From an optimization exercise on the open Yosys and OpenROAD flow, aimed at small area, a short achievable clock period and few clock cycles; shortcuts taken in it are not production practice. Where RTL was checked, it was by simulation tests only, not by an equivalence proof against the original. No activity file was given, so power comes from the tool's default toggle rates.

Design lz4i_pixser, start of the top module:
module lz4i_pixser (
    input  wire        clk,
    input  wire        rst,           
    input  wire        cmd_valid,
    output wire        cmd_ready,
    input  wire [7:0]  cmd_word,      
    input  wire [31:0] cmd_width,     
    input  wire [31:0] cmd_height,    
    input  wire [7:0]  cmd_bpp,
    input  wire [7:0]  cmd_planes,
    input  wire        in_valid,
    output wire        in_ready,
    input  wire [7:0]  in_data,
    output wire        out_valid,
    input  wire        out_ready,
    output wire [7:0]  out_data,
    output wire        done,
    output wire [7:0]  done_err,
    output wire [31:0] done_stride,
    output wire [63:0] done_psize
);
    function [4:0] fcls(input [7:0] v);
        fcls = (v == 8'd1)  ? 5'b10_000 :
               (v == 8'd2)  ? 5'b10_001 :
               (v == 8'd4)  ? 5'b10_010 :
               (v == 8'd8)  ? 5'b10_011 :
               (v == 8'd16) ? 5'b10_100 :
               (v == 8'd3)  ? 5'b11_000 :
               (v == 8'd6)  ? 5'b11_001 :
               (v == 8'd12) ? 5'b11_010 :
               (v == 8'd24) ? 5'b11_011 : 5'b00_000;
    endfunction
    function [2:0] f5(input [4:0] v);
        f5 = (v == 5'd31) ? 3'd7 : (v >= 5'd27) ? 3'd6 : (v >= 5'd23) ? 3'd5 :
             (v >= 5'd18) ? 3'd4 : (v >= 5'd14) ? 3'd3 : (v >= 5'd9)  ? 3'd2 :
             (v >= 5'd5)  ? 3'd1 : 3'd0;
    endfunction
    function [1:0] f6(input [5:0] v);
        f6 = (v == 6'd63) ? 2'd3 : (v >= 6'd42) ? 2'd2 : (v >= 6'd21) ? 2'd1 : 2'd0;
    endfunction
    reg        s_busy;       
    wire       s_idle = ~s_busy;
  ...
export LEC_CHECK = 0
export CAP_MARGIN = 20
export CORE_MARGIN = 2
export CORE_UTILIZATION = 40
export CTS_CLUSTER_DIAMETER = 60
export CTS_CLUSTER_SIZE = 30
export PLACE_DENSITY = 0.6
export SLEW_MARGIN = 20
create_clock -name core_clock -period 11.0 [get_ports {clk}]
standard.sh (not shown) runs the stock make flow with config.mk's settings and CLKGATE_MAP_FILE= SYNTH_SCRIPT=/design/flow/synth_recipe.tcl, a recipe that flattens the netlist after the stock synthesis.
==> flow/flow/run.sh <==
#!/bin/bash
set -euo pipefail
export BUFFER_PORTS_ARGS="-buffer_cell sky130_fd_sc_hd__buf_2"
bash standard.sh > standard.log 2>&1
The first run completed without violations.
Testbench counts at the start, summed over its fixed seeds: cycles 106,702.
==> next run, changes <==
- CTS_CLUSTER_DIAMETER: 60 -> unset
- CTS_CLUSTER_SIZE: 30 -> unset
=>
- wire length rises by 0.44%
- setup slack gets worse by 14 ps
- fmax came out lower by 0.40%
- via count came out higher by 0.58%
- clock skew shrinks by 6.6 ps
- final area increases by 0.73%
- clock power increases by about 10%
- sequential share of layout area is lower by 0.30 points
- global-route usage hardly moves
- register-to-register slack hardly moves
- total power grows by 3.8%


lz4i_pixser, a different RTL version from the one above (not shown whole).
Size: ~1600 cells after synthesis, ~260 flip-flops.
Settings: LEC_CHECK=0, CAP_MARGIN=20, CORE_MARGIN=2, CORE_UTILIZATION=40, PLACE_DENSITY=0.6, SLEW_MARGIN=20; clock period 11.0 ns.
Scripts as last shown in full above: flow/flow/run.sh
Next try:
Settings changed: CORE_UTILIZATION 40 to 65, GPL_TIMING_DRIVEN from default to 1, PLACE_DENSITY 0.6 to 0.75.
Result: The changed run finished clean; final cell count fell by 8.3%; via count came out higher by 3.4%; clock-buffer cell count fell by 8; setup slack loses 0.17 ns; critical path depth stays the same.
No run of this note included a check of the RTL's function; only the layout flow was run.


Another version of the RTL of lz4i_pixser (not shown whole).
Size: roughly 1500 cells after synthesis, ~15000 um2 of cells after synthesis.
clock: 11.0 ns
lec_check: 0
cap_margin: 20
core_margin: 2
core_utilization: 55
cts_cluster_diameter: 150
cts_cluster_size: 22
place_density: 0.7
slew_margin: 20
==> flow/flow/run.sh <==
#!/bin/bash
set -euo pipefail
export BUFFER_PORTS_ARGS="-buffer_cell sky130_fd_sc_hd__buf_1"
bash standard.sh > standard.log 2>&1
The baseline ran to the end with no violations.
Testbench counts at the start, summed over its fixed seeds: cycles 106,485.
Then changed:
==> flow/flow/run.sh (replaced) <==
#!/bin/bash
set -euo pipefail
export BUFFER_PORTS_ARGS="-buffer_cell sky130_fd_sc_hd__buf_2"
bash standard.sh > standard.log 2>&1
Settings changed: CORE_UTILIZATION 55 to 40, PLACE_DENSITY 0.7 to 0.6.
After rerunning:
- The new run passed the timing, design-rule and antenna checks
- final area goes up by 2.6%
- utilization goes down by 15 points
- maximum frequency goes down by 0.77%
Then changed:
Settings changed: CORE_UTILIZATION 40 to 70, PLACE_DENSITY 0.6 to 0.8.
After rerunning:
- die area came out lower by 42%
- final cell count went down by 10%
- via count increases by 4.6%
- total power hardly moves
- worst setup slack is better by 16 ps
- critical path depth stays the same
Then changed:
Settings changed: CORE_UTILIZATION 70 to 55, PLACE_DENSITY 0.8 to 0.7.
Wire length grows by 0.72%; via count shrinks by 3.4%; cell count grows by about 5%; utilization shrinks by 16 points; total power grows by about 0.3%; worst hold slack is about the same; clock-buffer cell count is unchanged; cell area grows by about 0.75%; clock power grows by about 2%.


## cedar
lz4i_pixser, a different RTL version from the one above (not shown whole).
Size: ~270 flip-flops.
==> flow/design.v (excerpt) <==
module lz4i_pixser (
    input  wire        clk,
    input  wire        rst,           
    input  wire        cmd_valid,
    output wire        cmd_ready,
    input  wire [7:0]  cmd_word,      
    input  wire [31:0] cmd_width,     
    input  wire [31:0] cmd_height,    
    input  wire [7:0]  cmd_bpp,
    input  wire [7:0]  cmd_planes,
    input  wire        in_valid,
    output wire        in_ready,
    input  wire [7:0]  in_data,
    output wire        out_valid,
    input  wire        out_ready,
    output wire [7:0]  out_data,
    output wire        done,
    output wire [7:0]  done_err,
    output wire [31:0] done_stride,
    output wire [63:0] done_psize
);
    function [4:0] fcls(input [7:0] v);
        fcls = (v == 8'd1)  ? 5'b10_000 :
               (v == 8'd2)  ? 5'b10_001 :
               (v == 8'd4)  ? 5'b10_010 :
               (v == 8'd8)  ? 5'b10_011 :
               (v == 8'd16) ? 5'b10_100 :
               (v == 8'd3)  ? 5'b11_000 :
               (v == 8'd6)  ? 5'b11_001 :
               (v == 8'd12) ? 5'b11_010 :
               (v == 8'd24) ? 5'b11_011 : 5'b00_000;
    endfunction
    function [2:0] f5(input [4:0] v);
        f5 = (v == 5'd31) ? 3'd7 : (v >= 5'd27) ? 3'd6 : (v >= 5'd23) ? 3'd5 :
             (v >= 5'd18) ? 3'd4 : (v >= 5'd14) ? 3'd3 : (v >= 5'd9)  ? 3'd2 :
             (v >= 5'd5)  ? 3'd1 : 3'd0;
    endfunction
    function [1:0] f6(input [5:0] v);
        f6 = (v == 6'd63) ? 2'd3 : (v >= 6'd42) ? 2'd2 : (v >= 6'd21) ? 2'd1 : 2'd0;
    endfunction
    reg        s_idle;
    reg        cmd_rdy;      
    reg        s_setup;
    reg        s_run;
    reg        pend;         
    reg        done_r;
    reg [31:0] X;            
    reg [31:0] Y;            
    reg [31:0] S;            
    reg [63:0] P;            
    reg [1:0]  op;           
    reg [4:0]  ca, cb;       
    reg [3:0]  e;            
    reg        rd1, rd2, rd4, rd16, rd24, pk;
    reg [2:0]  pad;          
    reg        fr;           
    reg        w1;           
    reg        lc, lr;       
    reg [7:0]  slot;         
    reg [1:0]  c;            
    reg [10:0] W;            
    reg        mbusy, sstep;
    reg [5:0]  mcnt;
    reg        mbs;          
    reg        mprev, mcy;
  ...
Settings: LEC_CHECK=0, CAP_MARGIN=80, CORE_MARGIN=2, CORE_UTILIZATION=40, PLACE_DENSITY=0.6, SLEW_MARGIN=80; clock period 11.0 ns.
==> flow/flow/run.sh <==
#!/bin/bash
set -euo pipefail
export BUFFER_PORTS_ARGS="-buffer_cell sky130_fd_sc_hd__buf_2"
bash standard.sh > standard.log 2>&1
Both conditions hold for cedar: the flow ran to the end and the final layout passed the timing, design-rule and antenna checks.
Modified inputs, indigo compared to cedar
-- flow/config.mk --
<<< cedar, line 7
export LEC_CHECK = 0
export CAP_MARGIN = 80
export CORE_MARGIN = 2
>>> indigo, line 7
export LEC_CHECK = 0
export CAP_MARGIN = 20
export CORE_MARGIN = 2
<<< cedar, line 11
export PLACE_DENSITY = 0.6
export SLEW_MARGIN = 80
>>> indigo, line 11
export PLACE_DENSITY = 0.6
export SLEW_MARGIN = 20
## What came out
All of cedar and indigo finish clean.
Vias: indigo below cedar
Compared with cedar, in indigo hold violation count in the final report now sits at about the same level, part of the total power dissipated in sequential elements higher, final critical-path share of the clock period lower, time the final worst path needs with I/O delays and setup lower, post-layout worst setup margin shows an increase of 790 ps.
Changes observed in indigo relative to cedar: number of nets in the layout saw a decrease; count of non-CTS buffers in the layout saw a decrease.
No run of this note included a check of the RTL's function; only the layout flow was run.


oak:
Another version of the RTL of lz4i_pixser (not shown whole).
Size: ~1500 cells after synthesis, roughly 220 I/O pins, roughly 0.015 sq mm of cells after synthesis.
clock: 11.0 ns
lec_check: 0
cap_margin: 20
core_margin: 2
core_utilization: 40
cts_cluster_diameter: 150
cts_cluster_size: 22
place_density: 0.6
slew_margin: 20
Scripts as last shown in full above: flow/flow/run.sh
The final layout from oak, which completed every stage, passed the timing, design-rule and antenna checks at the end of the flow.
For pine, these inputs were changed with respect to oak:
# oak
export LEC_CHECK = 0
export CAP_MARGIN = 20
export CORE_MARGIN = 2
export CORE_UTILIZATION = 40
export CTS_CLUSTER_DIAMETER = 150
export CTS_CLUSTER_SIZE = 22
export PLACE_DENSITY = 0.6
export SLEW_MARGIN = 20
create_clock -name core_clock -period 11.0 [get_ports {clk}]
# pine
export LEC_CHECK = 0
export CAP_MARGIN = 20
export CORE_MARGIN = 2
export CORE_UTILIZATION = 40
export PLACE_DENSITY = 0.6
export SLEW_MARGIN = 20
create_clock -name core_clock -period 11.0 [get_ports {clk}]
--- outcome ---
pine against oak: final critical delay including setup and external delays fell 0.052 ns; number of pins exceeding their max-slew limit in the final report about even. Against oak, pine comes in about 0.55% higher on met2 wire length. As far as DRC violation count after routing goes, pine and oak are indistinguishable; the numbers are identical. Final instance area was lower in oak than in pine. Layout overhead on the synthesized area up 4.6 points in pine wrt oak. Of the two values seen for last element of the critical path, Y[16] was produced by oak and fa[6] by pine. Share of the final layout cell area in sequential cells ended up 1.7 points lower on pine than on oak. Setup slack: pine more than oak.
No run of this note included a check of the RTL's function; only the layout flow was run.

-- afterwards: timing with drivers on the ports --
The flow's constraints put no driver on any port. The routed layouts listed below were extracted and timed again, unchanged, in two steps. Step 1 assumes that a clkbuf_16 drives the clock port and a buf_2 every other input. Step 2 times the ports against the registers' clock, not the clock port: input delays grow and output delays shrink by t, the midpoint of the rising clock arrivals with the driver on. Three values: no drivers, after step 1, after step 2; two values: the first two.
run	t, ns	setup WS [ns]	hold slack, ns	latest minus earliest clock arrival (ns)
the first run of note 1	0.607	7.375 / 7.375 / 7.375	0.437 / 0.437 / 0.437	0.027 / 0.027
the second run of note 1	0.623	7.361 / 7.361 / 7.361	0.434 / 0.434 / 0.434	0.023 / 0.024
the first run of note 2	0.619	7.239 / 7.239 / 7.239	0.454 / 0.454 / 0.454	0.028 / 0.028
the second run of note 2	0.593	7.071 / 7.071 / 7.071	0.454 / 0.454 / 0.454	0.011 / 0.011
the first run of note 3	0.545	7.624 / 7.573 / 7.563	0.457 / 0.457 / 0.457	0.023 / 0.022
the second run of note 3	0.546	7.597 / 7.586 / 7.579	0.457 / 0.457 / 0.457	0.019 / 0.019
the third run of note 3	0.545	7.613 / 7.588 / 7.563	0.451 / 0.451 / 0.451	0.028 / 0.028
the fourth run of note 3	0.548	7.617 / 7.567 / 7.623	0.452 / 0.452 / 0.452	0.031 / 0.031
cedar	0.630	6.014 / 6.014 / 6.014	0.458 / 0.458 / 0.458	0.025 / 0.024
indigo	0.619	6.800 / 6.800 / 6.800	0.459 / 0.459 / 0.459	0.009 / 0.009
oak	0.556	7.067 / 7.090 / 6.534	0.457 / 0.457 / 0.457	0.033 / 0.032
pine	0.613	7.119 / 7.140 / 6.528	0.449 / 0.449 / 0.449	0.018 / 0.017
After both steps every run listed still meets setup and hold. The setup slack of pine, which loses most, moves by +0.021 ns with the drivers and by -0.591 ns with both steps.
